What follows belongs to an exercise in optimizing a design on an open flow for small area, a short achievable clock period and few clock cycles per item; a production flow would make more cautious choices.
In this exercise RTL edits were held to simulation tests only and were not proved equivalent to the original.
Power and IR drop assume default switching activity.

===== flow/run.sh =====
#!/bin/bash
# synth_recipe.tcl (not shown) runs the flow's synth.tcl, then flattens the netlist and writes it again
# the make line also repeats each setting of config.mk as NAME=value (left out here)
make -C /OpenROAD-flow-scripts/flow DESIGN_CONFIG=/design/flow/config.mk WORK_HOME=/design/flow/orfs CLKGATE_MAP_FILE= SYNTH_SCRIPT=/design/flow/synth_recipe.tcl finish

===== flow/config.mk =====
export PLATFORM = sky130hd
export DESIGN_NAME = rle_plane_enc
export DESIGN_NICKNAME = rle_plane_enc
export VERILOG_FILES = /design/flow/design.v
export SDC_FILE = /design/flow/constraint.sdc
export NUM_CORES = 4
export LEC_CHECK = 0
export CAP_MARGIN = 20
export CORE_MARGIN = 2
export CORE_UTILIZATION = 40
export SLEW_MARGIN = 20

===== flow/constraint.sdc =====
create_clock -name core_clock -period 10.0 [get_ports {clk}]
set_input_delay 2.0000 -clock core_clock [delete_from_list [all_inputs] [get_ports {clk}]]
set_output_delay 2.0000 -clock core_clock [all_outputs]
set_load 0.01 [all_outputs]

===== flow/design.v =====
module rle_plane_enc (
    input  wire       clk,
    input  wire       rst,
    input  wire       in_valid,
    output wire       in_ready,
    input  wire [7:0] in_data,
    input  wire       in_last,
    output reg        out_valid,
    input  wire       out_ready,
    output reg  [7:0] out_data,
    output reg        out_last
);
    localparam [3:0] S_IN       = 4'd0,
                     S_CLOSE    = 4'd1,
                     S_APPEND   = 4'd2,
                     S_GDONE    = 4'd3,
                     S_LIT_HDR  = 4'd4,
                     S_LIT_DATA = 4'd5,
                     S_RUN_HDR  = 4'd6,
                     S_RUN_VAL  = 4'd7;
    localparam [1:0] RET_RUN    = 2'd0,    
                     RET_APPEND = 2'd1,    
                     RET_GDONE  = 2'd2,    
                     RET_END    = 2'd3;    
    reg [3:0] state;
    reg [1:0] ret;
    reg [7:0] gval;
    reg [6:0] glen;          
    reg       last_grp;         
    reg [7:0] nb;
    reg       nb_last;
    reg       have_nb;
    reg [7:0] lit [0:127];
    reg [7:0] lcnt;          
    reg [7:0] idx;
    reg [1:0] acnt;          
    reg       fresh;         
    reg       one;           
    reg       short_tok;     
    assign in_ready = (state == S_IN);
    always @(*) begin
        out_valid = 1'b0;
        out_data  = 8'd0;
        out_last  = 1'b0;
        case (state)
            S_LIT_HDR: begin
                out_valid = 1'b1;
                out_data  = (one && lcnt >= 8'd2) ? 8'd128 + lcnt : lcnt;
            end
            S_LIT_DATA: begin
                out_valid = 1'b1;
                out_data  = lit[idx[6:0]];
                out_last  = (ret == RET_END) && (short_tok || idx + 8'd1 == lcnt);
            end
            S_RUN_HDR: begin
                out_valid = 1'b1;
                out_data  = 8'd128 + {1'b0, glen};
            end
            S_RUN_VAL: begin
                out_valid = 1'b1;
                out_data  = gval;
                out_last  = last_grp;
            end
            default: ;
        endcase
    end
    wire out_fire = out_valid && out_ready;
    always @(posedge clk) begin
        if (rst) begin
            state   <= S_IN;
            ret     <= RET_RUN;
            glen    <= 7'd0;
            last_grp   <= 1'b0;
            have_nb <= 1'b0;
            lcnt    <= 8'd0;
            idx     <= 8'd0;
            acnt    <= 2'd0;
            fresh   <= 1'b1;
            one     <= 1'b0;
            short_tok <= 1'b0;
        end else begin
            case (state)
                S_IN: if (in_valid) begin
                    if (glen != 7'd0 && in_data == gval && glen != 7'd127) begin
                        glen <= glen + 7'd1;
                        if (in_last) begin
                            last_grp <= 1'b1;
                            state <= S_CLOSE;
                        end
                    end else if (glen == 7'd0) begin
                        gval <= in_data;
                        glen <= 7'd1;
                        if (in_last) begin
                            last_grp <= 1'b1;
                            state <= S_CLOSE;
                        end
                    end else begin
                        nb      <= in_data;
                        nb_last <= in_last;
                        have_nb <= 1'b1;
                        state   <= S_CLOSE;
                    end
                end
                S_CLOSE: begin
                    if (glen >= 7'd4) begin
                        if (lcnt != 8'd0) begin
                            ret   <= RET_RUN;
                            state <= S_LIT_HDR;
                        end else begin
                            state <= S_RUN_HDR;
                        end
                    end else begin
                        one   <= fresh;
                        fresh <= 1'b0;
                        acnt  <= glen[1:0];
                        state <= S_APPEND;
                    end
                end
                S_APPEND: begin
                    lit[lcnt[6:0]] <= gval;
                    lcnt <= lcnt + 8'd1;
                    acnt <= acnt - 2'd1;
                    if (lcnt == 8'd127) begin
                        if (acnt != 2'd1)
                            ret <= RET_APPEND;
                        else if (last_grp)
                            ret <= RET_END;
                        else
                            ret <= RET_GDONE;
                        state <= S_LIT_HDR;
                    end else if (acnt == 2'd1) begin
                        state <= S_GDONE;
                    end
                end
                S_GDONE: begin
                    glen <= 7'd0;
                    if (have_nb) begin
                        gval    <= nb;
                        glen    <= 7'd1;
                        have_nb <= 1'b0;
                        if (nb_last) begin
                            last_grp <= 1'b1;
                            state <= S_CLOSE;
                        end else begin
                            state <= S_IN;
                        end
                    end else if (last_grp) begin
                        if (lcnt != 8'd0) begin
                            ret   <= RET_END;
                            state <= S_LIT_HDR;
                        end else begin
                            last_grp <= 1'b0;
                            fresh <= 1'b1;
                            state <= S_IN;
                        end
                    end else begin
                        state <= S_IN;
                    end
                end
                S_LIT_HDR: if (out_fire) begin
                    short_tok <= one && lcnt >= 8'd2;
                    idx       <= 8'd0;
                    if (ret == RET_RUN || ret == RET_END)
                        fresh <= 1'b1;
                    state <= S_LIT_DATA;
                end
                S_LIT_DATA: if (out_fire) begin
                    idx <= idx + 8'd1;
                    if (short_tok || idx + 8'd1 == lcnt) begin
                        lcnt <= 8'd0;
                        case (ret)
                            RET_RUN:    state <= S_RUN_HDR;
                            RET_APPEND: state <= S_APPEND;
                            RET_GDONE:  state <= S_GDONE;
                            default: begin
                                glen  <= 7'd0;
                                last_grp <= 1'b0;
                                fresh <= 1'b1;
                                one   <= 1'b0;
                                state <= S_IN;
                            end
                        endcase
                    end
                end
                S_RUN_HDR: if (out_fire) state <= S_RUN_VAL;
                S_RUN_VAL: if (out_fire) begin
                    fresh <= 1'b1;
                    glen  <= 7'd0;
                    if (last_grp) begin
                        last_grp <= 1'b0;
                        state <= S_IN;
                    end else begin
                        state <= S_GDONE;
                    end
                end
                default: state <= S_IN;
            endcase
        end
    end
endmodule

==> results.tsv <==
stage	metric	value	unit
detailed_routing	antenna viol nets, final	0	
synth	unique cell type count in the Yosys netlist	68	
clock_tree	clock network latency to the later pin of the worst-skew pair	0.69	ns
detailed_routing	Routed WL per cell	27.4	um
grt	global routing usage on met1	0.263	
clock_tree	Hold-fix buffers, CTS	0	
synth	Mapped Area	43200	um^2
clock_tree	Root Driver	clkbuf_16	
synth	post-synthesis async set-or-reset flop share	0	
detailed_routing	Routed WL	102	mm
die	Die W	333	um
grt	grt ovf	0	
die	core footprint	107000	um^2
clock_tree	CTS tree	yes	
power	total power	9.46	mW
layout	share of cells above drive strength 1	0.228	
grt	GR Util met3	0.0277	
timing	Tcrit/Tclk final	0.707	
synth	cell accounting for the most synthesized area	edfxtp_1	
timing	fmax	142	MHz
clock_tree	clock-pin transition on the worst setup and hold timing paths	0.07	ns
grt	first-pass GRT wire length	150	mm
synth	syn_area_per_cell	19.9	um^2
layout	Area Overhead vs Synth	12.6	%
power	LEAKAGE	14.3	nW
die	Vert. Die Dim	333	um
synth	main area contributors after synthesis	edfxtp_1 72%, mux4_2 15%, dfxtp_1 2.0%	
hold_path	HP Start	fresh	
synth	EDFF count, synth	1041	
timing	Fin Clk Skew	0.0285	ns
die	row count	120	
layout	Post-layout nets	2247	
detailed_routing	initial DRC count	2457	
place	routability cong.	0.885	
place	DP Worst Slack	3.65	ns
clock_tree	cts repair resizes	0	
detailed_routing	Pre-Repair DR Iteration Count	5	
grt	largest net degree at the start of global routing	138	
timing	Final Critical Period	7.07	ns
setup_path	RR Startpoint	state[2]	
timing	Max Slew Vio Count	0	
timing	Final Hold Slack	0.489	ns
timing	Slew HR	0.263	
synth	Yosys top cell area share	0.724	
clock_tree	clk sink count	1084	
grt	vias in the first global route	21900	
timing	fin worst setup slack	2.93	ns
status	status	no timing/DRC/antenna violations	
setup_path	critical path type	reg -> out	
die	die area	111000	um^2
timing	setup TNS	0	ns
synth	Post-Synthesis Cells	2165	
synth	sequential-to-total area share from yosys stat	0.744	
grt	met2 usage	0.294	
setup_path	Critical Path End Type	primary output	
place	DP Wirelength	60.3	mm
clock_tree	CTS max path bufs	3	
synth	syn nets	2189	
die	Initial Util	0.403	
power	maximum VDD drop	0.000122	V
setup_path	Critical Path RT	8.00	ns
clock_tree	# H-tree levels	3	
grt	initial antenna violation count	2	
clock_tree	setup bufs post-CTS	0	
grt	global-route layer with the greatest usage	met2	
power	Power Dens Cells	195	nW/um^2
run	Max Cap Viol	0	
place	placed insts	3514	
synth	Synth Register Bits	1084	
detailed_routing	total number of vias	21500	
timing	final hold violation count	0	
timing	worst-margin pin slew	1.10	ns
hold_path	hold crit path type	reg -> reg	
place	PortBufs	23	
detailed_routing	residual DRC count	0	
timing	Final setup viols	0	
synth	Synth Flop Type	edfxtp_1	
setup_path	CP max FO	65	
layout	Final Instance Count excl. Fillers	3715	
timing	RSZ-0062 raised after global routing	false	
setup_path	startpoint types	register	
setup_path	Critical Path AT	5.07	ns
synth	Yosys Warn Count	1	
clock_tree	Inserted Clock Buffers	107	
grt	Tot GR Track Use	0.184	
die	io pins	24	
detailed_routing	number of vias per cell	5.77	
==> worst paths after layout <==
check | to | cells after the start | slack (ns)
max | out_data[2] | 8 | 2.93
min | fresh | 1 | 0.49
min reg2reg | fresh | 1 | 0.49
max reg2reg | lit[26][7] | 6 | 6.21
==> power breakdown <==
part	internal, mW	leakage [nW]	switching [mW]
Clock	2.31	1.72	1.72
Sequential	5.06	9.71	0.0155
Combinational	0.0949	2.88	0.264
==> Yosys cell counts, types with 3 or more instances <==
| master | n |
|---|---|
| o22ai_1 | 11 |
| buf_4 | 12 |
| a211oi_1 | 9 |
| nand3_1 | 36 |
| or4_1 | 4 |
| o31ai_1 | 5 |
| nor3_1 | 18 |
| o211ai_1 | 5 |
| mux2_2 | 7 |
| inv_1 | 16 |
| nor4b_1 | 4 |
| xor2_1 | 7 |
| a221oi_1 | 4 |
| nor3b_1 | 5 |
| a22oi_1 | 11 |
| mux2i_1 | 48 |
| ha_1 | 11 |
| nor2_1 | 184 |
| buf_6 | 6 |
| o21ai_1 | 3 |
| a2111oi_0 | 3 |
| xnor2_1 | 15 |
| buf_2 | 23 |
| nand4_1 | 10 |
| a31oi_1 | 10 |
| edfxtp_1 | 1041 |
| a21oi_1 | 25 |
| mux4_2 | 295 |
| nand2b_1 | 8 |
| and3_1 | 6 |
| or3_1 | 12 |
| nand2_1 | 89 |
| a311oi_1 | 7 |
| o21ai_0 | 30 |
| nor2b_1 | 18 |
| clkbuf_1 | 65 |
| nand3b_1 | 5 |
| buf_1 | 13 |
| o311ai_0 | 5 |
| dfxtp_1 | 43 |
==> flip-flops by register name (all words and copies together) (netlist names), named ones only <==
name       flops
glen           7
acnt           2
gval           8
lit         1024
have_nb        1
last_grp       1
idx            8
fresh          1
ret            2
nb             8
one            1
lcnt           8
short_tok      1
nb_last        1
state          4
==> worst max-delay path: stages, from the launching register on <==
cell             delay (ns)
dfxtp_4                0.73
buf_12                 0.42
buf_16                 0.41
mux4_2                 0.62
mux4_2                 0.47
a22oi_1                0.38
nand2_1                0.19
or3_1                  0.43
clkdlybuf4s50_1        0.50
==> kinds of logic (layout without fill, tap and decap cells) <==
kind of cell    count (synthesis)  count (layout)  synth area share
buf+inv                       136             282            0.0146
simple gates                  408             408            0.0427
flops                        1084            1084             0.744
other cells                     1               2         0.0000869
compound gates                153             153            0.0242
fa+ha+maj                      11              11           0.00319
mux                           350             350             0.167
xor+xnor                       22              22           0.00446
==> routing by layer <==
| layer | up-vias | part of all wire |
|---|---|---|
| met1 | 11400 | 0.43 |
| li1 | 9029 | - |
| met2 | 855 | 0.48 |
| met4 | 2 | 0.023 |
| met3 | 139 | 0.067 |
| met5 | - | 0.00014 |
==> layout by cell type (no fill, tap or decap), types with 6 or more instances in the layout <==
master           instances
a21oi_1                 25
bufinv_16               11
o22ai_1                 11
a211oi_1                 9
inv_1                   16
clkinv_1                16
clkinv_2                21
clkdlybuf4s50_1         23
xor2_1                   7
nor2b_1                 18
xnor2_1                 15
ha_1                    11
and3_1                   6
a22oi_1                 11
or3_1                   12
mux2i_1                 48
clkinvlp_4               8
a311oi_1                 7
clkbuf_1                19
o21ai_0                 30
nand2b_1                 8
nor3_1                  17
nand3_1                 36
nor2_1                 178
nand4_1                 10
a31oi_1                 10
edfxtp_1              1041
nor2_2                   6
clkbuf_16              109
mux4_2                 295
mux2_2                   7
nand2_1                 89
buf_4                   39
dfxtp_1                 38
==> final cells by class <==
class                   count  area [um^2]
fillers                  8873        58500
flip-flops and latches   1084        32100
multi-input cells         945        10500
clock buffers             129         2810
well taps                1403         1760
clock inverters            68          728
repair buffers             68          649
inverters                  17         63.8
diodes                      1         2.50
==> metrics by stage <==
step                cell area, um^2   util
CTS                           48500  0.453
global placement              45000  0.420
global route                  48600  0.454
detailed placement            45000  0.420
floorplan                     43200      -
finish                        48600  0.454
Testbench counts, summed over its fixed seeds: cycles 161,252, bytes 55,362.

-- static timing again, ports no longer ideal --
The flow's constraints put no driver on any port. The routed layout listed below was extracted and timed again, unchanged, in two steps. Step 1 assumes that a clkbuf_16 drives the clock port and a buf_2 every other input. Step 2 also shifts input and output timing later by t, the mid clock arrival at the registers, as if the neighbouring blocks saw the same clock. Slacks: ideal / step 1 / step 2; pairs: ideal / step 1.
t (ns): 0.742
setup slack, ns: 2.933 / 2.866 / 3.608
slew at the worst register clock pin (ns): 0.07 / 0.07
worst slew at a driven data input, ns: 0.04
After both steps this run still meets setup and hold. The setup slack of this run moves by -0.067 ns with the drivers and by +0.675 ns with both steps.
